Context: an optimization exercise on an open-source flow, tuned for small area, a short achievable clock period and few clock cycles per item. The choices shown serve that exercise and are no tape-out recipe.
Only simulation tests tie the RTL to the original design; equivalence was not proved.
No activity file was given, so power comes from the tool's default toggle rates.

==> design/flow/design.v <==
module qam_demap_pack (
    input  wire               clk,
    input  wire               rst,         
    input  wire               cfg_we,
    input  wire [3:0]         cfg_idx,
    input  wire signed [15:0] cfg_re,
    input  wire signed [15:0] cfg_im,
    input  wire [3:0]         cfg_code,
    input  wire               in_valid,
    output wire               in_ready,
    input  wire signed [15:0] in_re,
    input  wire signed [15:0] in_im,
    input  wire               in_last,
    output reg                out_valid,
    input  wire               out_ready,
    output reg  [7:0]         out_char,
    output reg                out_last,
    output wire               idle
);
    localparam integer SH = 9;           
    reg [15:0] tab_re   [0:15];
    reg [15:0] tab_im   [0:15];
    reg [3:0]  tab_code [0:15];
    reg [15:0] wr;
    function [15:0] level;
        input [1:0] a;
        case (a)
            2'd0: level = 16'hD000;    
            2'd1: level = 16'hF000;    
            2'd2: level = 16'h1000;    
            default: level = 16'h3000;  
        endcase
    endfunction
    function [1:0] gray;
        input [1:0] a;
        gray = a ^ (a >> 1);
    endfunction
    always @(posedge clk) begin
        if (cfg_we) begin
            tab_re[cfg_idx]   <= cfg_re;
            tab_im[cfg_idx]   <= cfg_im;
            tab_code[cfg_idx] <= cfg_code;
        end
    end
    always @(posedge clk) begin
        if (rst)
            wr <= 16'd0;
        else if (cfg_we)
            wr[cfg_idx] <= 1'b1;
    end
    reg        zv;                   
    reg [15:0] z_re, z_im;
    reg        z_last;
    reg        yv;                   
    reg [15:0] y_re, y_im;
    reg        y_last;
    reg [7:0]  lq [0:15];            
    reg [14:0] y_any;                
    reg        rv, r_ok, r_last;     
    reg [3:0]  r_code;
    reg [15:0] r_re, r_im;
    localparam [127:0] SQ_TAB = {8'd225, 8'd196, 8'd169, 8'd144, 8'd121, 8'd100, 8'd81, 8'd64,
                                 8'd49,  8'd36,  8'd25,  8'd16,  8'd9,   8'd4,   8'd1,  8'd0};
    localparam [127:0] HSQ_TAB = {8'd255, 8'd255, 8'd225, 8'd196, 8'd169, 8'd144, 8'd121, 8'd100,
                                  8'd81,  8'd64,  8'd49,  8'd36,  8'd25,  8'd16,  8'd9,   8'd4};
    function [3:0] lbound;
        input [6:0] zc, tc;
        reg [7:0] d;
        begin
            d = {zc[6], zc} - {tc[6], tc};
            if (d[7])
                lbound = (d[7:4] == 4'hF) ? ~d[3:0] : 4'd15;
            else if (d[7:4] != 4'h0)
                lbound = 4'd15;
            else if (d[3:0] == 4'h0)
                lbound = 4'd0;
            else
                lbound = d[3:0] - 4'd1;
        end
    endfunction
    genvar g, v;
    integer k, q;
    wire [16*8-1:0]  lq_nx;
    wire [16*15-1:0] le_nx;          
    generate
        for (g = 0; g < 16; g = g + 1) begin : lb
            localparam [3:0] G = g;
            wire [15:0] ere = wr[g] ? tab_re[g] : level(G[3:2]);
            wire [15:0] eim = wr[g] ? tab_im[g] : level(G[1:0]);
            wire [3:0]  lr  = lbound(z_re[15:SH], ere[15:SH]);
            wire [3:0]  li  = lbound(z_im[15:SH], eim[15:SH]);
            wire [3:0]  key = lr | li;
            assign lq_nx[8*g +: 8] = {lr, li};
            for (v = 0; v < 15; v = v + 1) begin : th
                assign le_nx[15*g + v] = (key <= v);
            end
        end
    endgenerate
    wire [14:0] any_nx;
    generate
        for (v = 0; v < 15; v = v + 1) begin : mn
            wire [15:0] col;
            for (g = 0; g < 16; g = g + 1) begin : c
                assign col[g] = le_nx[15*g + v];
            end
            assign any_nx[v] = |col;
        end
    endgenerate
    wire [16*16-1:0] lo_all;         
    wire [16*9-1:0]  hi_all;         
    wire [16*4-1:0]  code_all;
    wire [15:0]      hsat;           
    wire [15:0]      is_min;         
    generate
        for (g = 0; g < 16; g = g + 1) begin : pe
            localparam [3:0] G = g;
            wire [3:0]  lr  = lq[g][7:4];
            wire [3:0]  li  = lq[g][3:0];
            wire [3:0]  key = lr | li;
            wire [14:0] gt;          
            for (v = 0; v < 15; v = v + 1) begin : th
                assign gt[v] = (key > v);
            end
            assign is_min[g] = ~|(y_any & gt);
            assign code_all[4*g +: 4] = wr[g] ? tab_code[g] : {gray(G[3:2]), gray(G[1:0])};
            assign lo_all[16*g +: 16] = {SQ_TAB[8*lr +: 8], SQ_TAB[8*li +: 8]};
            assign hi_all[9*g +: 9]   = {1'b0, HSQ_TAB[8*lr +: 8]} + {1'b0, HSQ_TAB[8*li +: 8]};
            assign hsat[g] = (lr >= 4'd14) || (li >= 4'd14);
        end
    endgenerate
    reg        multi, pre;
    reg [8:0]  hi_m;
    reg [3:0]  m_code;
    reg        m_sat;
    always @* begin
        multi = 1'b0;
        hi_m = 9'd0;
        m_code = 4'd0;
        m_sat = 1'b0;
        for (k = 0; k < 16; k = k + 1) begin
            hi_m   = hi_m   | (hi_all[9*k +: 9]   & {9{is_min[k]}});
            m_code = m_code | (code_all[4*k +: 4] & {4{is_min[k]}});
            m_sat  = m_sat  | (hsat[k] & is_min[k]);
        end
        pre = is_min[0];
        for (k = 1; k < 16; k = k + 1) begin
            multi = multi | (is_min[k] & pre);
            pre = pre | is_min[k];
        end
    end
    wire [15:0] sep;
    generate
        for (g = 0; g < 16; g = g + 1) begin : chk
            wire [9:0] t = {2'b00, lo_all[16*g+8 +: 8]} + {2'b00, lo_all[16*g +: 8]} + {1'b0, ~hi_m};
            assign sep[g] = is_min[g] || t[9];
        end
    endgenerate
    wire fast_ok = (&sep) && !m_sat && !multi;
    reg        hv;                   
    reg [3:0]  h_code;
    reg        fb_busy, fb_done;
    wire r_res  = r_ok || fb_done;
    wire r_take = rv && r_res && (!hv || !out_valid || out_ready);
    wire r_free = !rv || r_take;
    wire y_move = yv && r_free;
    wire y_free = !yv || y_move;
    wire z_move = zv && y_free;
    wire r_sure = rv && r_res && (!hv || !out_valid);
    assign in_ready = !zv || !yv || !rv || r_sure;
    assign idle     = !zv && !yv && !rv;
    wire accept = in_valid && in_ready;
    reg [1:0]  fb_ph;            
    reg [3:0]  fj, fb_b, best_j;
    reg [16:0] a_re, a_im;
    reg [32:0] acc, best_d;
    wire [15:0] f_re = wr[fj] ? tab_re[fj] : level(fj[3:2]);
    wire [15:0] f_im = wr[fj] ? tab_im[fj] : level(fj[1:0]);
    wire [16:0] f_dr = {r_re[15], r_re} - {f_re[15], f_re};
    wire [16:0] f_di = {r_im[15], r_im} - {f_im[15], f_im};
    wire [32:0] acc_nx = {acc[31:0], 1'b0} + (a_re[fb_b] ? a_re[15:0] : 16'd0)
                                           + (a_im[fb_b] ? a_im[15:0] : 16'd0);
    wire [3:0]  fb_code = wr[best_j] ? tab_code[best_j]
                                     : {gray(best_j[3:2]), gray(best_j[1:0])};
    always @(posedge clk) begin
        if (rst) begin
            zv <= 1'b0;
            yv <= 1'b0;
            rv <= 1'b0;
            hv <= 1'b0;
            out_valid <= 1'b0;
            fb_busy <= 1'b0;
            fb_done <= 1'b0;
        end else begin
            if (accept) begin
                z_re <= in_re;
                z_im <= in_im;
                z_last <= in_last;
                zv <= 1'b1;
            end else if (z_move)
                zv <= 1'b0;
            if (y_free) begin
                yv <= zv;
                y_re <= z_re;
                y_im <= z_im;
                y_last <= z_last;
                y_any <= any_nx;
                for (q = 0; q < 16; q = q + 1)
                    lq[q] <= lq_nx[8*q +: 8];
            end
            if (r_free) begin
                rv <= yv;
                r_ok <= fast_ok;
                r_code <= m_code;
                r_last <= y_last;
                r_re <= y_re;
                r_im <= y_im;
            end
            if (out_valid && out_ready)
                out_valid <= 1'b0;
            if (r_take) begin
                if (!hv) begin
                    hv <= !r_last;
                    h_code <= fb_done ? fb_code : r_code;
                end else begin
                    out_valid <= 1'b1;
                    out_char <= {h_code, fb_done ? fb_code : r_code};
                    out_last <= r_last;
                    hv <= 1'b0;
                end
            end
            if (r_take)
                fb_done <= 1'b0;
            if (rv && !r_ok && !fb_busy && !fb_done) begin
                fb_busy <= 1'b1;
                fb_ph <= 2'd0;
                fj <= 4'd0;
            end else if (fb_busy) begin
                case (fb_ph)
                    2'd0: begin
                        a_re <= f_dr;
                        a_im <= f_di;
                        fb_ph <= 2'd1;
                    end
                    2'd1: begin
                        if (a_re[16]) a_re <= 17'd0 - a_re;
                        if (a_im[16]) a_im <= 17'd0 - a_im;
                        acc <= 33'd0;
                        fb_b <= 4'd15;
                        fb_ph <= 2'd2;
                    end
                    2'd2: begin
                        acc <= acc_nx;
                        fb_b <= fb_b - 4'd1;
                        if (fb_b == 4'd0)
                            fb_ph <= 2'd3;
                    end
                    default: begin
                        if (fj == 4'd0 || acc < best_d) begin
                            best_d <= acc;
                            best_j <= fj;
                        end
                        fj <= fj + 4'd1;
                        fb_ph <= 2'd0;
                        if (fj == 4'd15) begin
                            fb_busy <= 1'b0;
                            fb_done <= 1'b1;
                        end
                    end
                endcase
            end
        end
    end
endmodule
==> design/flow/run.sh <==
#!/bin/bash
# synth_recipe.tcl (not shown) runs the flow's synth.tcl, then flattens the netlist and writes it again
# the make line also repeats each setting of config.mk as NAME=value (left out here)
make -C /OpenROAD-flow-scripts/flow DESIGN_CONFIG=/design/flow/config.mk WORK_HOME=/design/flow/orfs CLKGATE_MAP_FILE= SYNTH_SCRIPT=/design/flow/synth_recipe.tcl finish
==> design/flow/config.mk <==
export PLATFORM = sky130hd
export DESIGN_NAME = qam_demap_pack
export DESIGN_NICKNAME = qam_demap_pack
export VERILOG_FILES = /design/flow/design.v
export SDC_FILE = /design/flow/constraint.sdc
export NUM_CORES = 4
export LEC_CHECK = 0
export CAP_MARGIN = 20
export CORE_MARGIN = 2
export CORE_UTILIZATION = 40
export SLEW_MARGIN = 20
==> design/flow/constraint.sdc <==
create_clock -name core_clock -period 13.0 [get_ports {clk}]
set_input_delay 2.6000 -clock core_clock [delete_from_list [all_inputs] [get_ports {clk}]]
set_output_delay 2.6000 -clock core_clock [all_outputs]
set_load 0.01 [all_outputs]
==> results of run 1 <==
==> state kept, by name, summed over array words and instances, names as in the netlist, 8 cells and up, named ones only <==
| signal | count |
|---|---|
| tab_im | 256 |
| tab_re | 256 |
| lq | 128 |
| tab_code | 64 |
| acc | 33 |
| best_d | 33 |
| a_im | 17 |
| a_re | 17 |
| r_im | 16 |
| r_re | 16 |
| wr | 16 |
| y_im | 16 |
| y_re | 16 |
| z_im | 16 |
| z_re | 16 |
| y_any | 15 |
| out_char | 8 |
==> critical path, cell delays in order, from the launching register on <==
cell and delay [ns]:
edfxtp_1 0.62, inv_1 0.27, ha_1 0.22, o21ai_0 0.13, ha_1 0.26, fa_1 0.42, a21oi_1 0.17, o21bai_1 0.11
a21oi_1 0.16, nor2_1 0.06, nor2_1 0.15, xnor2_1 0.19, a22o_1 0.22, a221oi_1 0.63, nand4_1 0.83, buf_4 0.56
fa_1 0.57, inv_1 0.04, ha_1 0.30, a21o_1 0.16, a21o_1 0.17, a2111oi_1 0.90, o31ai_1 0.26, nand4_1 0.22
nor3_1 0.08, nand4bb_1 0.11, nor4_1 0.07, and4_1 0.22
==> layout make-up <==
cell class,count,area share (%)
Multi-Input combinational cell,5818,53.50
Inverter,514,2.248
Antenna cell,3,0.008747
Sequential cell,981,33.97
Timing Repair Buffer,220,2.203
Clock buffer,137,3.369
Clock inverter,68,1.016
Tap cell,2526,3.682
==> worst paths after layout <==
kind | start | endpoint | depth (start not counted)
min | y_im[12]$_DFFE_PP_ | r_im[12]$_DFFE_PP_ | 0
min reg2reg | y_im[12]$_DFFE_PP_ | r_im[12]$_DFFE_PP_ | 0
max reg2reg | lq[10][5]$_DFFE_PP_ | r_ok$_DFFE_PP_ | 27
max | lq[10][5]$_DFFE_PP_ | r_ok$_DFFE_PP_ | 27
==> stage by stage <==
step	cell area (um^2)	utilization, %	instances	hold WS (ns)
final	85830	44.47	10270	0.4018
after detailed placement	82050	42.52	10060	0.4045
after global placement	82030	42.51	10060	0.4013
after CTS	85820	44.47	10260	0.3905
after global routing	85820	44.47	10260	0.4085
after floorplan	77830	-	7593	0.4003
==> logic make-up (layout without fill, tap and decap cells) <==
family | count (synthesis) | in the layout
multiplexers | 300 | 300
other | 0 | 3
buffers and inverters | 794 | 939
AO/OA/AOI/OAI | 1986 | 1986
XOR/XNOR | 284 | 284
adder cells (fa/ha/maj) | 893 | 893
AND/OR/NAND/NOR | 2355 | 2355
flip-flops | 981 | 981
==> routing by layer <==
layer | GRT usage [%] | part of all wire, % | vias to the layer above | wire length, um
li1 | - | - | 28720 | -
met3 | 5.233 | 8.8 | 665 | 26060
met1 | 39.40 | 42 | 31350 | 123500
met2 | 44.27 | 43 | 3011 | 127600
met4 | 14.99 | 6.0 | 12 | 17580
met5 | 0 | 0.072 | - | 212
==> cells in the mapped netlist, drive strengths merged, types with 90 or more instances <==
cell	count	share of area (%)
a21o	133	1.3
a21oi	472	3.0
and2	134	1.1
clkbuf	225	1.1
edfxtp	950	37
fa	162	4.2
ha	729	12
inv	512	2.5
mux4	191	5.5
nand2	556	2.7
nand2b	140	1.1
nand3	149	0.96
nor2	573	2.8
nor2b	157	1.3
nor3	139	0.89
o21a	90	0.87
o21ai	418	2.7
xnor2	160	1.8
xor2	124	1.4
==> power by group through the flow <==
stage	logic (uW)	clock network, uW	registers, uW
final	1850	3250	3670
after global routing	1990	3410	3680
after CTS	1810	3310	3670
after detailed placement	1800	0	3740
after global placement	1770	0	3730
after floorplan	1170	0	3690
==> impl_metrics.toml, run 1 <==
[yosys]
muxShareOfSynthArea_pct = 7.044
synth_xor_area_share_pct = 3.196
synth.distinct_cells = 115
syn_area_um2 = 77830
synthArstFlopShare_pct = 0
synth-adder-area-share_pct = 15.91
ys_warn_count = 2
synth_cells = 7593
synth_flop_cell = "edfxtp_1"
synth_top_family_by_area = "compound AO/OA/AOI/OAI gates"
synth-simple-area-share_pct = 15.64
synth_seq_cells = 981
ys_seq_area_share_pct = 37.45
synth_compound_area_share_pct = 16.88
synth_edf_count = 950
synth_nets = 8562
postSynthAreaPerCell_um2 = 10.25

[job]
max_cap_violations = 0

[status]
status = "timing/DRC/antenna clean"

[timing]
drv_slew = 0
rsz0062_at_grt = "false"
setup_viol = 0
tightest_slew_ns = 1.257
max_clock_freq_mhz = 119.2
slew_headroom_pct = 15.92
setup_ws_ns = 4.610
hold_viol = 0
fin_setup_tns_ns = 0
timing.final.crit_share_pct = 64.54
skew_ns = 0.08848
fin_crit_ns = 8.390

[drt]
drt-pass1-iter-count = 8
first_iter_violations = 7063
ant_nets = 0
routed_wl_um = 294900
drc = 0
num_vias = 63750
vias_per_cell = 6.209
post_drt_wl_per_cell_um = 28.73

[worst_setup_path]
rrSetupSlack_ns = 4.61
cp-start-kind = "flip-flop"
critical_path.max_fanout = 16
crit_required_ns = 13.50
end_kind = "flip-flop"
cp.arrival_ns = 8.89
worst-setup-path-type = "flip-flop to flip-flop"

[pwr]
intPower_uw = 6089
power_switching_share_pct = 30.56
power_uw = 8769
p_per_area_nw_per_um2 = 102.2
p_comb_share_pct = 21.1
sequentialPowerShare_pct = 41.9
net-switching-power_uw = 2680
cellLeakagePower_uw = 0.03170
clkPwrFrac_pct = 37.0
vdd_drop_max_v = 0.0001197

[clock_tree]
cts.clk_slew.worst_paths_ns = 0.07
clock_path_buffers = 3
postCtsSetupRepairBufs = 0
cts_tree = "built"
cts-buffers-inserted = 108
clockRootBuffer = "clkbuf_16"
holdBufCountCts = 0
htree_levels = 3
cts.sinks = 981
clock_latency_ns = 0.80
ctsResizeCount = 0

[final_layout]
final_cell_mix = "edfxtp_1, ha_1, nand2_1"
drive_above_1_share_pct = 9.214
seq_area_um2 = 29160
multi_input_area_um2 = 45920
final_common_cell = "edfxtp_1"
syn_to_final_growth_pct = 10.27
finalNetCount = 8612
fillers = 18220

[grt]
grt_use_total_pct = 29.01
grt_max_degree = 68
grt-ovfl-total = 0
antenna_found_initial = 20
grt_pass1_vias = 60400
grt_pass1_wl_um = 421500

[floorplanning]
die_y_um = 445.1
boundaryPins = 90
start_util_pct = 40.33
fp.dieArea_um2 = 198100
placeableCoreArea_um2 = 193000
dieWidth_um = 445.1
rows = 161

[placed_design]
pre_cts_slack_ns = 4.750
dpl.hpwl_um = 225600
gp_congestion = 1.047
io_buffers = 89

[worst_hold_path]
min_path_type = "flip-flop to flip-flop"
Testbench counts, summed over its fixed seeds: cycles 2,080, symbols 2,048.
==> run 2, diff against run 1 <==
--- a/design/flow/config.mk
+++ b/design/flow/config.mk
@@ -9,3 +9,4 @@
 export CORE_MARGIN = 2
-export CORE_UTILIZATION = 40
+export CORE_UTILIZATION = 55
+export SETUP_SLACK_MARGIN = 5
 export SLEW_MARGIN = 20
==> run 2 against run 1 <==
Against the previous run: register-to-register slack improved by 0.72 ns; non-clock buffer count increased by 13; sequential power about the same; setup slack improved by 0.72 ns; critical path depth decreased by 7; power decreased by 1.0%; largest cell class unchanged; largest power group unchanged; highest routed layer unchanged.
==> impl_metrics.toml, run 2 <==
[drt]
wl_met2_um = 121900
first_iter_violations = 8861
vias_per_cell = 6.775
drc = 0
post_drt_wl_per_cell_um = 30.35
maxUsedRoutingLayer = "met5"
routed_wl_um = 292800
num_vias = 65370
met3_length_um = 35730
drt-pass1-iter-count = 9
ant_nets = 0
wl_met1_um = 115500

[job]
max_cap_violations = 0

[yosys]
synth_cells = 7593
ys_seq_area_share_pct = 37.45
synth_top_area_share_pct = 36.65
ys_warn_count = 2
yosys-top-cells-area = "edfxtp_1, ha_1, mux4_2, fa_1, a21oi_1"
synth_edf_count = 950
synth_seq_cells = 981
synth_commonest_cells = "edfxtp_1, ha_1, nor2_1, nand2_1, inv_1"
synth_nets = 8562
syn_area_um2 = 77830
synth_flop_cell = "edfxtp_1"
post-synth-top-count-cell = "edfxtp_1"
synth.distinct_cells = 115
synthArstFlopShare_pct = 0
postSynthAreaPerCell_um2 = 10.25
synth_area_leader_cell = "edfxtp_1"

[grt]
grt_pass1_vias = 60790
grt_use_total_pct = 39.60
grt_pass1_wl_um = 417200
grt-ovfl-total = 0
grt_max_degree = 83
antenna_found_initial = 42

[worst_setup_path]
cp-start-kind = "flip-flop"
rrSetupSlack_ns = 5.33
worst-path-buf-inv = 3
end_kind = "flip-flop"
cp.arrival_ns = 8.15
cp_cell_sequence = "inv_1 > nand2_1 > a2111oi_0 > a31oi_1 > nor2_1 > buf_4 > a22oi_1 > nand4_1 > nor2_4 > buf_4 > fa_1 > ha_1 > a21oi_1 > nor2_1 > a2111oi_0 > o31ai_1 > o221ai_1 > nand4bb_1 > nor4_1 > and4_1"
crit_required_ns = 13.48
critical_path.max_fanout = 15
cp_slowest_cell = "a2111oi_0"
critPathTopFamily = "compound AO/OA/AOI/OAI gates"
worst-setup-path-type = "flip-flop to flip-flop"
critPathMaxStageDelay_ns = 0.76

[timing]
slew_headroom_pct = 6.772
setup_ws_ns = 5.329
timing.final.crit_share_pct = 59.01
tightest_slew_ns = 1.384
max_clock_freq_mhz = 130.4
rsz0062_at_grt = "false"
drv_slew = 0
skew_ns = 0.06430
fin_setup_tns_ns = 0
hold_viol = 0
setup_viol = 0
fin_crit_ns = 7.671

[final_layout]
drive_above_1_share_pct = 9.375
finalNetCount = 8625
final_common_cell = "edfxtp_1"
fin_cells = 9649
syn_to_final_growth_pct = 9.235
final_cell_mix = "edfxtp_1, ha_1, nand2_1"
largest_registers = "tab_im (256), tab_re (256), lq (128)"

[clock_tree]
clock_path_buffers = 3
cts-buffers-inserted = 108
clockRootBuffer = "clkbuf_16"
htree_levels = 3
cts_tree = "built"
cts.clk_slew.worst_paths_ns = 0.06
clock_latency_ns = 0.78
holdBufCountCts = 0
cts.sinks = 981

[floorplanning]
placeableCoreArea_um2 = 141100
boundaryPins = 90
rows = 138
start_util_pct = 55.17
dieWidth_um = 380.2
fp.dieArea_um2 = 144500
die_y_um = 380.2

[worst_hold_path]
min_path_type = "flip-flop to flip-flop"

[placed_design]
placed_cells = 9432
gp_congestion = 1.067
io_buffers = 89
dpl.hpwl_um = 219500
pre_cts_slack_ns = 5.253

[status]
status = "timing/DRC/antenna clean"

[pwr]
p_per_area_nw_per_um2 = 102.1
cellLeakagePower_uw = 0.03169
vdd_drop_max_v = 0.0001395
-- run 2: cell families after synthesis --
| family | share of synthesized area [%] |
|---|---|
| AOI/OAI and AO/OA | 16.88 |
| DFF | 37.45 |
| xor gates and xnor gates | 3.196 |
| buffers and inverters | 3.877 |
| adders and majority gates | 15.91 |
| and+or+nand+nor | 15.64 |
| muxes | 7.044 |
-- run 2: worst paths after layout --
path | from | to | cells after the start
max reg2reg | y_any[7]$_DFFE_PP_ | r_ok$_DFFE_PP_ | 20
min reg2reg | y_im[13]$_DFFE_PP_ | r_im[13]$_DFFE_PP_ | 0
min | y_im[13]$_DFFE_PP_ | r_im[13]$_DFFE_PP_ | 0
max | y_any[7]$_DFFE_PP_ | r_ok$_DFFE_PP_ | 20
-- run 2: layout make-up --
| cell class | count | area [um^2] |
|---|---|---|
| inverters | 514 | 1929 |
| repair buffers | 233 | 1994 |
| well taps | 1890 | 2365 |
| fillers | 11740 | 56050 |
| flip-flops and latches | 981 | 29160 |
| clock inverters | 65 | 772.0 |
| multi-input cells | 5818 | 45940 |
| clock buffers | 133 | 2826 |
| diodes | 15 | 37.54 |
-- run 2: metrics by stage --
step | total power, uW | instance area [um^2] | hold WS (ns) | utilization [%]
after floorplan | 4854 | 77850 | 0.4003 | -
after global placement | 5503 | 81290 | 0.4024 | 57.63
after detailed placement | 5527 | 81320 | 0.4045 | 57.65
after CTS | 8645 | 84920 | 0.3734 | 60.20
after global routing | 8952 | 84990 | 0.3767 | 60.25
final | 8680 | 85020 | 0.3947 | 60.27
-- run 2: what timing repair did --
action / CTS / global route
setup buffers: 0 / 2
endpoints found under the hold margin: 0 / 0
endpoints found under the setup margin: 0 / 1
resized for setup: 0 / 1
-- run 2: power breakdown --
| part | switching, uW | total [uW] | internal (uW) |
|---|---|---|---|
| clock | 1380 | 3140 | 1760 |
| combinational | 1200 | 1870 | 672 |
| sequential | 105 | 3670 | 3570 |
-- run 2: routing by layer --
layer | vias up | track usage (%)
met5 | - | 0
met4 | 26 | 22.00
met3 | 911 | 9.557
met2 | 4033 | 57.34
met1 | 31710 | 54.64
li1 | 28690 | -
==> run 3, diff against run 2 <==
--- a/design/flow/design.v
+++ b/design/flow/design.v
@@ -109,3 +109,3 @@
     wire [16*16-1:0] lo_all;         
-    wire [16*9-1:0]  hi_all;         
+    wire [16*16-1:0] hi_all;         
     wire [16*4-1:0]  code_all;
@@ -126,3 +126,3 @@
             assign lo_all[16*g +: 16] = {SQ_TAB[8*lr +: 8], SQ_TAB[8*li +: 8]};
-            assign hi_all[9*g +: 9]   = {1'b0, HSQ_TAB[8*lr +: 8]} + {1'b0, HSQ_TAB[8*li +: 8]};
+            assign hi_all[16*g +: 16] = {HSQ_TAB[8*lr +: 8], HSQ_TAB[8*li +: 8]};
             assign hsat[g] = (lr >= 4'd14) || (li >= 4'd14);
@@ -131,3 +131,3 @@
     reg        multi, pre;
-    reg [8:0]  hi_m;
+    reg [15:0] hi_m;                 
     reg [3:0]  m_code;
@@ -136,3 +136,3 @@
         multi = 1'b0;
-        hi_m = 9'd0;
+        hi_m = 16'd0;
         m_code = 4'd0;
@@ -140,3 +140,3 @@
         for (k = 0; k < 16; k = k + 1) begin
-            hi_m   = hi_m   | (hi_all[9*k +: 9]   & {9{is_min[k]}});
+            hi_m   = hi_m   | (hi_all[16*k +: 16] & {16{is_min[k]}});
             m_code = m_code | (code_all[4*k +: 4] & {4{is_min[k]}});
@@ -153,3 +153,4 @@
         for (g = 0; g < 16; g = g + 1) begin : chk
-            wire [9:0] t = {2'b00, lo_all[16*g+8 +: 8]} + {2'b00, lo_all[16*g +: 8]} + {1'b0, ~hi_m};
+            wire [9:0] t = {2'b00, lo_all[16*g+8 +: 8]} + {2'b00, lo_all[16*g +: 8]}
+                         + {2'b00, ~hi_m[15:8]} + {2'b00, ~hi_m[7:0]} + 10'd1;
             assign sep[g] = is_min[g] || t[9];
==> run 3 against run 2 <==
Against the previous run: global-route usage grew 1.1 points; setup slack lost 0.14 ns; utilization shrank 0.19 points; critical path depth grew 5; cell area shrank 0.20%; non-clock buffer count grew 3; clock-buffer cell count shrank 9; first-iteration DRC count grew 1.4%; combinational power shrank 9%; via count grew 1.2%; sequential power grew 1%.
==> impl_metrics.toml, run 3 <==
[pwr]
p_comb_share_pct = 20.3
cellLeakagePower_uw = 0.03196
power_switching_share_pct = 30.13
net-switching-power_uw = 2529
vdd_drop_max_v = 0.0001426
power_uw = 8392
intPower_uw = 5863
sequentialPowerShare_pct = 44.2
clkPwrFrac_pct = 35.5
p_per_area_nw_per_um2 = 98.90

[floorplanning]
rows = 138
die_y_um = 380.6
start_util_pct = 55.22
fp.dieArea_um2 = 144800
dieWidth_um = 380.6
placeableCoreArea_um2 = 141200
boundaryPins = 90

[worst_setup_path]
crit_required_ns = 13.59
cp.arrival_ns = 8.41
cp-start-kind = "flip-flop"
end_kind = "flip-flop"
worst-setup-path-type = "flip-flop to flip-flop"
r2r_cells = 25
critical_path.max_fanout = 20

[timing]
slew_headroom_pct = 14.66
rsz0062_at_grt = "false"
fin_crit_ns = 7.813
setup_viol = 0
fin_setup_tns_ns = 0
skew_ns = 0.07922
drv_slew = 0
max_clock_freq_mhz = 128.0
timing.final.crit_share_pct = 60.10
tightest_slew_ns = 1.267
hold_viol = 0

[clock_tree]
cts-buffers-inserted = 103
clockRootBuffer = "clkbuf_16"
cts_tree = "built"
htree_levels = 3
cts.sinks = 981
cts.clk_slew.worst_paths_ns = 0.07
clock_path_buffers = 3
clock_latency_ns = 0.76

[final_layout]
finalNetCount = 8570
syn_to_final_growth_pct = 8.788
drive_above_1_share_pct = 9.087
post-route-util_pct = 60.08
largest_registers = "tab_im (256), tab_re (256), lq (128)"
final_cell_mix = "edfxtp_1, ha_1, inv_1"
final_cell_area_um2 = 84850
fin_cells = 9590
final_common_cell = "edfxtp_1"

[worst_hold_path]
whs_path_depth = 0
min_path_type = "flip-flop to flip-flop"

[grt]
grt_use_total_pct = 40.68
grt_pass1_wl_um = 428800
grt_pass1_vias = 61630
grt_max_degree = 152
antenna_found_initial = 24
grt-ovfl-total = 0

[yosys]
synthArstFlopShare_pct = 0
synth.distinct_cells = 107
postSynthAreaPerCell_um2 = 10.26
synth_cells = 7601
post-synth-top-count-cell = "edfxtp_1"
yosys-top-cells-area = "edfxtp_1, ha_1, fa_1, mux4_2, inv_1"
ys_warn_count = 2
synth_area_leader_cell = "edfxtp_1"
synth_nets = 8561
syn_area_um2 = 78000
synth_seq_cells = 981
synth_edf_count = 950
synth_flop_cell = "edfxtp_1"
ys_seq_area_share_pct = 37.37
synth_top_area_share_pct = 36.57
synth_commonest_cells = "edfxtp_1, ha_1, inv_1, nand2_1, nor2_1"

[drt]
num_vias = 66140
vias_per_cell = 6.896
drc = 0
first_iter_violations = 8982
drt-pass1-iter-count = 10
post_drt_wl_per_cell_um = 31.33
ant_nets = 0
routed_wl_um = 300400

[job]
max_cap_violations = 0

[placed_design]
placed_cell_area_um2 = 81200
dpl.hpwl_um = 225700
gp_congestion = 1.113
io_buffers = 89
placed_cells = 9370

[status]
status = "timing/DRC/antenna clean"
==> run 3: changes by cell type after synthesis, sizes merged, moves of 56 or more <==
cell / before / now
a21oi: 472 / 399
clkbuf: 225 / 293
fa: 162 / 242
ha: 729 / 640
inv: 512 / 607
o21bai: 80 / 24
xnor2: 160 / 87
==> run 3: worst max-delay path, cell delays in order, from the launching register on <==
cell       delay, ns
edfxtp_1        0.66
clkinv_1        0.56
a22oi_1         0.36
a211oi_1        0.12
o21ai_4         0.16
buf_4           0.37
inv_1           0.18
a2111oi_1       1.07
and3_1          0.36
buf_4           0.52
fa_1            0.49
inv_1           0.08
fa_1            0.41
inv_1           0.07
ha_1            0.15
a21oi_1         0.06
nor2b_1         0.10
o21ai_0         0.16
nand2_1         0.13
o22ai_1         0.08
nor4bb_1        0.16
a31oi_1         0.20
nand4_1         0.11
or4_1           0.53
nor4_1          0.36
o2111a_1        0.25
==> run 3: metrics by stage <==
step | hold WS (ns) | setup slack (ns)
final | 0.4162 | 5.187
after global routing | 0.4220 | 5.014
after CTS | 0.4061 | 5.045
after detailed placement | 0.4045 | 4.649
after global placement | 0.4013 | 4.699
after floorplan | 0.4003 | 5.024
==> run 3: logic make-up (layout without fill, tap and decap cells) <==
kind of cell               after synthesis  count (layout)  synth area share [%]
AOI/OAI and AO/OA                     2000            2000                 17.60
xor gates and xnor gates               161             161                 1.808
adders and majority gates              883             883                 16.49
buffers and inverters                  945            1036                 4.561
DFF                                    981             981                 37.37
muxes                                  287             287                 6.811
other                                    0               8                     0
and+or+nand+nor                       2344            2344                 15.36
==> run 3: path summary, 6_finish.rpt <==
path                                          from                 end  slack [ns]
worst max register to register  y_any[1]$_DFFE_PP_      r_ok$_DFFE_PP_        5.19
worst max-delay path            y_any[1]$_DFFE_PP_      r_ok$_DFFE_PP_        5.19
worst min-delay path            y_re[14]$_DFFE_PP_  r_re[14]$_DFFE_PP_        0.42
worst min register to register  y_re[14]$_DFFE_PP_  r_re[14]$_DFFE_PP_        0.42
==> run 3: power groups by stage <==
| stage | Clock [uW] | Combinational [uW] | Sequential [uW] |
|---|---|---|---|
| global placement | 0 | 1600 | 3770 |
| CTS | 3020 | 1640 | 3710 |
| global route | 3130 | 1860 | 3710 |
| detailed placement | 0 | 1630 | 3770 |
| floorplan | 0 | 1130 | 3670 |
| finish | 2980 | 1700 | 3710 |
==> run 3: routing by layer <==
layer / vias up / wire length (um) / global-route usage [%]
met4: 22 / 21960 / 24.55
met1: 32290 / 118000 / 55.91
met3: 945 / 33850 / 8.904
met2: 4235 / 126500 / 59.02
met5: - / 143 / 0
li1: 28640 / - / -
==> run 3: cell type report <==
type / instances / area, um^2
repair buffers: 236 / 2021
diodes: 8 / 20.02
clock buffers: 124 / 2698
clock inverters: 63 / 705.7
flip-flops and latches: 981 / 29160
inverters: 613 / 2308
fillers: 11880 / 56390
well taps: 1890 / 2365
multi-input cells: 5675 / 45580
==> run 3: what timing repair did <==
item | 4_1_cts | 5_1_grt
pin swaps | 0 | 1
resized for setup | 3 | 7
hold buffers | 0 | 0
setup endpoints to repair | 1 | 1
buffers inserted | 0 | 23
Testbench counts of run 3, summed over its fixed seeds: cycles 2,080, symbols 2,048.
==> run 4, diff against run 3 <==
==> design/flow/flow/run.sh (new file) <==
#!/bin/bash
set -euo pipefail
sed 's/SETUP_SLACK_MARGIN=[0-9.]*/SETUP_SLACK_MARGIN=7/' standard.sh > standard_margin7.sh
bash standard_margin7.sh > standard.log 2>&1
==> design/flow/standard.sh (new file) <==
#!/bin/bash
# synth_recipe.tcl (not shown) runs the flow's synth.tcl, then flattens the netlist and writes it again
# the make line also repeats each setting of config.mk as NAME=value (left out here)
make -C /OpenROAD-flow-scripts/flow DESIGN_CONFIG=/design/flow/config.mk WORK_HOME=/design/flow/orfs CLKGATE_MAP_FILE= SYNTH_SCRIPT=/design/flow/synth_recipe.tcl "${@:-finish}"
removed: design/flow/run.sh
==> run 4 against run 3 <==
Against the previous run: combinational power is about 10% higher; via count up 2.5%; sequential share of layout area fell by 1.2 points; setup slack gained 1.2 ns; cell area rose by 3.8%; register-to-register slack improved by 1.2 ns; clock skew is 0.017 ns higher; critical path depth is 1 lower; critical endpoint unchanged; area after synthesis did not move; die area unchanged; sequential power decreased by 2%; final cell count is 2.7% higher.
==> impl_metrics.toml, run 4 <==
[yosys]
yosys-top-cells-area = "edfxtp_1, ha_1, fa_1, mux4_2, inv_1"
synth_nets = 8561
synth_edf_count = 950
synth_cells = 7601
synth_flop_cell = "edfxtp_1"
synth_seq_cells = 981
synth_area_leader_cell = "edfxtp_1"
ys_warn_count = 2
post-synth-top-count-cell = "edfxtp_1"
synth.distinct_cells = 107
syn_area_um2 = 78000
synthArstFlopShare_pct = 0
ys_seq_area_share_pct = 37.37
synth_top_area_share_pct = 36.57
synth_commonest_cells = "edfxtp_1, ha_1, inv_1, nand2_1, nor2_1"
postSynthAreaPerCell_um2 = 10.26

[timing]
timing.final.crit_share_pct = 50.70
fin_setup_tns_ns = 0
hold_viol = 0
setup_ws_ns = 6.409
rsz0062_at_grt = "true"
slew_headroom_pct = 14.88
tightest_slew_ns = 1.263
setup_viol = 0
drv_slew = 0
fin_crit_ns = 6.591
max_clock_freq_mhz = 151.7
hold-worst-slack_ns = 0.4183
skew_ns = 0.09625

[worst_setup_path]
r2r_cells = 24
crit_required_ns = 13.48
rrSetupSlack_ns = 6.41
reg2reg_to = "r_ok$_DFFE_PP_"
critPathMaxStageDelay_ns = 0.65
cp_slowest_cell = "nor3b_1"
cp_cell_sequence = "buf_8 > or4_4 > buf_4 > a21oi_1 > a32o_1 > nand2_2 > buf_8 > o22ai_1 > a221o_1 > nor4_4 > nand2_1 > buf_4 > fa_1 > inv_1 > fa_1 > ha_1 > a21o_1 > a21o_1 > a21oi_1 > nor3b_1 > a211oi_1 > o221ai_1 > nor4_1 > o2111a_1"
r2r-start = "y_any[6]$_DFFE_PP_"
critical_path.max_fanout = 22
worst-setup-path-type = "flip-flop to flip-flop"
cp.arrival_ns = 7.07
end_kind = "flip-flop"
cp-start-kind = "flip-flop"

[pwr]
net-switching-power_uw = 2637
power_switching_share_pct = 30.73
cellLeakagePower_uw = 0.03347
sequentialPowerShare_pct = 42.5
vdd_drop_max_v = 0.0001313
p_per_area_nw_per_um2 = 97.46
clkPwrFrac_pct = 35.7
p_comb_share_pct = 21.8
intPower_uw = 5943
power_uw = 8580

[clock_tree]
cts-buffers-inserted = 104
clock_path_buffers = 3
htree_levels = 3
clock_latency_ns = 0.79
cts.clk_slew.worst_paths_ns = 0.09
clockRootBuffer = "clkbuf_16"
cts_tree = "built"
cts.sinks = 981

[placed_design]
gp_congestion = 1.093
pre_cts_slack_ns = 4.499
io_buffers = 89
placed_cells = 9387
dpl.hpwl_um = 233400

[floorplanning]
boundaryPins = 90
die_y_um = 380.6
start_util_pct = 55.22
rows = 138
fp.dieArea_um2 = 144800
dieWidth_um = 380.6
placeableCoreArea_um2 = 141200

[grt]
grt_max_degree = 146
grt_pass1_vias = 63980
grt_use_total_pct = 42.42
grt-ovfl-total = 0
antenna_found_initial = 24
grt_pass1_wl_um = 445100

[final_layout]
final_common_cell = "edfxtp_1"
seq_area_um2 = 29160
fillers = 11450
final_cell_mix = "edfxtp_1, ha_1, inv_1"
finalNetCount = 8820
largest_registers = "tab_im (256), tab_re (256), lq (128)"
fin_cells = 9853
drive_above_1_share_pct = 13.36
multi_input_area_um2 = 46260
syn_to_final_growth_pct = 12.88

[drt]
drt-pass1-iter-count = 6
num_vias = 67790
first_iter_violations = 9667
vias_per_cell = 6.880
routed_wl_um = 314900
drc = 0
ant_nets = 0
post_drt_wl_per_cell_um = 31.96

[job]
max_cap_violations = 0

[worst_hold_path]
holdCritStartpoint = "z_im[3]$_DFFE_PP_"
min_path_type = "flip-flop to flip-flop"
worst_hold_path.endpoint = "y_im[3]$_DFFE_PP_"
whs_path_depth = 0

[status]
status = "timing/DRC/antenna clean"
[run 4: cell counts after synthesis]
Identical to the previous run, type by type.
[run 4: critical path: cells and delay by family, from the launching register on]
family | cells | cell delay [ns]
AO/OA/AOI/OAI | 10 | 2.04
AND/OR/NAND/NOR | 6 | 1.73
adder cells (fa/ha/maj) | 3 | 1.10
flip-flops | 1 | 0.39
buffers and inverters | 5 | 1.06
[run 4: cell type report]
type                    count  area share [%]
repair buffers            484           4.974
clock buffers             124           3.087
multi-input cells        5676           52.54
clock inverters            73          0.9038
diodes                     12         0.03411
flip-flops and latches    981           33.12
inverters                 613           2.659
well taps                1890           2.686
[run 4: how the worst max path moves through the flow]
stage	from	end	slack, ns	cells past startpoint
after floorplan	lq[14][5]$_DFFE_PP_	r_ok$_DFFE_PP_	6.57	25
after global placement	y_any[2]$_DFFE_PP_	r_ok$_DFFE_PP_	4.61	25
after detailed placement	y_any[2]$_DFFE_PP_	r_ok$_DFFE_PP_	4.50	25
after CTS	y_any[5]$_DFFE_PP_	r_ok$_DFFE_PP_	6.61	28
after global routing	y_any[4]$_DFFE_PP_	r_ok$_DFFE_PP_	6.28	26
final	y_any[6]$_DFFE_PP_	r_ok$_DFFE_PP_	6.41	24
[run 4: metal layers]
layer  vias up  global-route usage [%]  wire, um
met4        24                   28.09     26100
li1      29150                       -         -
met2      4638                   62.40    132800
met3      1154                   9.699     36860
met5         -                       0       178
met1     32820                   56.27    119000
[run 4: cells by family after synthesis]
| kind of cell | share of synthesized area (%) |
|---|---|
| XOR/XNOR | 1.808 |
| multiplexers | 6.811 |
| AO/OA/AOI/OAI | 17.60 |
| flip-flops | 37.37 |
| AND/OR/NAND/NOR | 15.36 |
| adder cells (fa/ha/maj) | 16.49 |
| buffers and inverters | 4.561 |
[run 4: what timing repair did]
| action | in CTS | in global routing |
|---|---|---|
| setup endpoints to repair | 32 | 31 |
| resized for setup | 177 | 43 |
| buffers inserted | 200 | 50 |
| pin swaps | 24 | 12 |
| hold buffers | 0 | 0 |
| gates cloned | 5 | 0 |
[run 4: power groups by stage]
stage / Sequential, uW / Clock (uW) / Combinational [uW]
after global routing: 3650 / 3200 / 2030
final: 3650 / 3060 / 1870
after CTS: 3650 / 3090 / 1790
after detailed placement: 3770 / 0 / 1640
after floorplan: 3670 / 0 / 1140
after global placement: 3770 / 0 / 1610
[run 4: per-stage QoR]
stage	util, %	cell area [um^2]
after floorplan	-	78240
final	62.34	88040
after global routing	62.32	88010
after detailed placement	57.62	81390
after global placement	57.62	81380
after CTS	61.90	87430
==> run 5, diff against run 4 <==
==> design/flow/flow/run.sh (replaced) <==
#!/bin/bash
set -euo pipefail
sed 's/SETUP_SLACK_MARGIN=[0-9.]*/SETUP_SLACK_MARGIN=8/' standard.sh > standard_margin8.sh
bash standard_margin8.sh > standard.log 2>&1
==> run 5 against run 4 <==
Against the previous run: critical path depth decreased by 2; utilization increased by 2.4 points; non-clock buffer count rose by 176; sequential power barely moved; cell area rose by 3.9%; routed wire length grew 3.2%; final cell count rose by 1.7%; power up 2.4%; largest cell class unchanged.
==> impl_metrics.toml, run 5 <==
[final_layout]
largest_registers = "tab_im (256), tab_re (256), lq (128)"
syn_to_final_growth_pct = 17.24
final_cell_mix = "edfxtp_1, ha_1, inv_1"
final_common_cell = "edfxtp_1"
drive_above_1_share_pct = 17.84
finalNetCount = 8998

[yosys]
ys_seq_area_share_pct = 37.37
synth_nets = 8561
ys_warn_count = 2
synth_edf_count = 950
synthArstFlopShare_pct = 0
post-synth-top-count-cell = "edfxtp_1"
synth_seq_cells = 981
yosys-top-cells-area = "edfxtp_1, ha_1, fa_1, mux4_2, inv_1"
synth.distinct_cells = 107
postSynthAreaPerCell_um2 = 10.26
synth_flop_cell = "edfxtp_1"
synth_top_area_share_pct = 36.57
synth_cells = 7601
synth_area_leader_cell = "edfxtp_1"
synth_commonest_cells = "edfxtp_1, ha_1, inv_1, nand2_1, nor2_1"
syn_area_um2 = 78000

[placed_design]
gp_congestion = 1.054
io_buffers = 89
dpl.hpwl_um = 230000

[worst_hold_path]
worst_hold_path.endpoint = "r_im[0]$_DFFE_PP_"
whs_path_depth = 0
min_path_type = "flip-flop to flip-flop"
holdCritStartpoint = "y_im[0]$_DFFE_PP_"

[grt]
grt_pass1_vias = 64830
grt_max_degree = 79
grt-ovfl-total = 0
grt_use_total_pct = 43.13
grt_pass1_wl_um = 453100
antenna_found_initial = 17

[clock_tree]
cts_tree = "built"
htree_levels = 3
clock_path_buffers = 3
cts.sinks = 981
clock_latency_ns = 0.79
cts.clk_slew.worst_paths_ns = 0.09
holdBufCountCts = 0
cts-buffers-inserted = 103
clockRootBuffer = "clkbuf_16"

[status]
status = "timing/DRC/antenna clean"

[floorplanning]
rows = 138
boundaryPins = 90
die_y_um = 380.6
fp.dieArea_um2 = 144800
placeableCoreArea_um2 = 141200
start_util_pct = 55.22
dieWidth_um = 380.6

[drt]
vias_per_cell = 6.952
drc = 0
post_drt_wl_per_cell_um = 32.42
num_vias = 69700
drt-pass1-iter-count = 8
first_iter_violations = 10320
routed_wl_um = 325000
ant_nets = 0

[worst_setup_path]
critical_path.max_fanout = 16
end_kind = "flip-flop"
r2r-start = "y_any[4]$_DFFE_PP_"
cp-start-kind = "flip-flop"
r2r_cells = 22
rrSetupSlack_ns = 6.43
cp.arrival_ns = 7.15
crit_required_ns = 13.58
worst-setup-path-type = "flip-flop to flip-flop"
reg2reg_to = "r_ok$_DFFE_PP_"

[pwr]
clkPwrFrac_pct = 35.9
intPower_uw = 6106
vdd_drop_max_v = 0.0001455
p_per_area_nw_per_um2 = 96.10
power_switching_share_pct = 30.52
sequentialPowerShare_pct = 41.5
net-switching-power_uw = 2681
p_comb_share_pct = 22.7
power_uw = 8787
cellLeakagePower_uw = 0.03492

[timing]
timing.final.crit_share_pct = 50.57
slew_headroom_pct = 24.78
fin_setup_tns_ns = 0
tightest_slew_ns = 1.128
skew_ns = 0.1212
fin_crit_ns = 6.574
max_clock_freq_mhz = 152.1
hold_viol = 0
drv_slew = 0
setup_viol = 0
hold-worst-slack_ns = 0.3735
rsz0062_at_grt = "true"

[job]
max_cap_violations = 0
[run 5: cell counts after synthesis]
Identical to the previous run, type by type.
[run 5: metrics by stage]
| stage | area, um^2 | cells | util [%] | worst slack (ns) |
|---|---|---|---|---|
| final | 91440 | 10030 | 64.74 | 6.426 |
| after global routing | 91420 | 10020 | 64.73 | 6.362 |
| after CTS | 89320 | 9894 | 63.24 | 6.627 |
| after detailed placement | 81420 | 9388 | 57.65 | 4.657 |
| after global placement | 81420 | 9388 | 57.64 | 4.782 |
| after floorplan | 78300 | 7601 | - | 6.566 |
[run 5: layout make-up]
cell class                      count  area [um^2]
Clock buffer                      124         2656
Sequential cell                   981        29190
Fill cell                       11140        49800
Antenna cell                        9        22.52
Timing Repair Buffer              660         6266
Clock inverter                     69        923.4
Multi-Input combinational cell   5679        47660
Tap cell                         1890         2365
Inverter                          613         2357
[run 5: worst max-delay path, cell delays in order, from the launching register on]
cell	delay, ns
edfxtp_1	0.35
buf_8	0.21
clkinvlp_4	0.25
o221ai_1	0.30
a211oi_2	0.13
buf_6	0.16
buf_12	0.14
o211ai_1	0.24
o21ai_2	0.17
or4_1	0.46
or4_4	0.56
buf_12	0.16
buf_4	0.23
fa_1	0.43
fa_1	0.50
inv_1	0.04
ha_1	0.29
nor4bb_1	0.47
a211oi_1	0.17
a31oi_1	0.47
a31oi_1	0.18
nor4_2	0.29
o2111a_1	0.22
[run 5: how the worst max path moves through the flow]
| stage | from | end | slack, ns |
|---|---|---|---|
| after global placement | y_any[2]$_DFFE_PP_ | r_ok$_DFFE_PP_ | 4.78 |
| after CTS | y_any[1]$_DFFE_PP_ | r_ok$_DFFE_PP_ | 6.63 |
| final | y_any[4]$_DFFE_PP_ | r_ok$_DFFE_PP_ | 6.43 |
| after floorplan | lq[14][5]$_DFFE_PP_ | r_ok$_DFFE_PP_ | 6.57 |
| after global routing | y_any[2]$_DFFE_PP_ | r_ok$_DFFE_PP_ | 6.36 |
| after detailed placement | y_any[2]$_DFFE_PP_ | r_ok$_DFFE_PP_ | 4.66 |
[run 5: what timing repair did]
action,in CTS,in global routing
buffers inserted,302,114
hold endpoints to repair,0,0
setup endpoints to repair,144,118
pin swaps,81,108
resized for setup,397,219
cloned,11,7
[run 5: per-layer routing]
layer  vias up  part of all wire (%)  GRT usage, %
met5         -                 0.023             0
met4        10                   8.6         28.20
met3      1244                    12         10.62
met2      5133                    42         63.30
met1     33780                    37         56.97
li1      29530                     -             -
[run 5: logic make-up after synthesis]
| kind of cell | Yosys count | share of synthesized area, % |
|---|---|---|
| xor gates and xnor gates | 161 | 1.808 |
| buffers and inverters | 945 | 4.561 |
| DFF | 981 | 37.37 |
| AOI/OAI and AO/OA | 2000 | 17.60 |
| muxes | 287 | 6.811 |
| adders and majority gates | 883 | 16.49 |
| and+or+nand+nor | 2344 | 15.36 |
[run 5: power groups by stage]
| stage | registers [uW] | logic (uW) | clock network, uW |
|---|---|---|---|
| after detailed placement | 3760 | 1650 | 0 |
| after global routing | 3650 | 2140 | 3260 |
| after floorplan | 3670 | 1140 | 0 |
| final | 3640 | 1990 | 3150 |
| after CTS | 3640 | 1840 | 3150 |
| after global placement | 3760 | 1620 | 0 |

static timing again, ports no longer ideal:
The results above use ideal ports. As a check the final layouts listed here were re-extracted and re-timed, cells and wires unchanged. Step 1 sets driving cells, clkbuf_16 on the clock port and buf_2 on the other inputs (assumed; they add their load-dependent delay and slew). Step 2 moves the port delays by t, midway between the first and last clock arrival at a register: inputs arrive t later, outputs are due t later. That takes back most of the time a late clock gives input paths. Slacks: no drivers / after step 1 / after step 2; pairs: no drivers / after step 1.
run	shift t [ns]	setup slack, ns	slew at the worst register clock pin (ns)
run 1	0.840	4.610 / 4.610 / 4.610	0.07 / 0.07
run 2	0.836	5.329 / 5.329 / 5.329	0.07 / 0.07
run 3	0.802	5.187 / 5.187 / 5.187	0.07 / 0.07
run 4	0.824	6.409 / 6.409 / 6.409	0.09 / 0.09
run 5	0.815	6.426 / 6.426 / 6.426	0.09 / 0.09
After both steps every run listed still meets setup and hold.
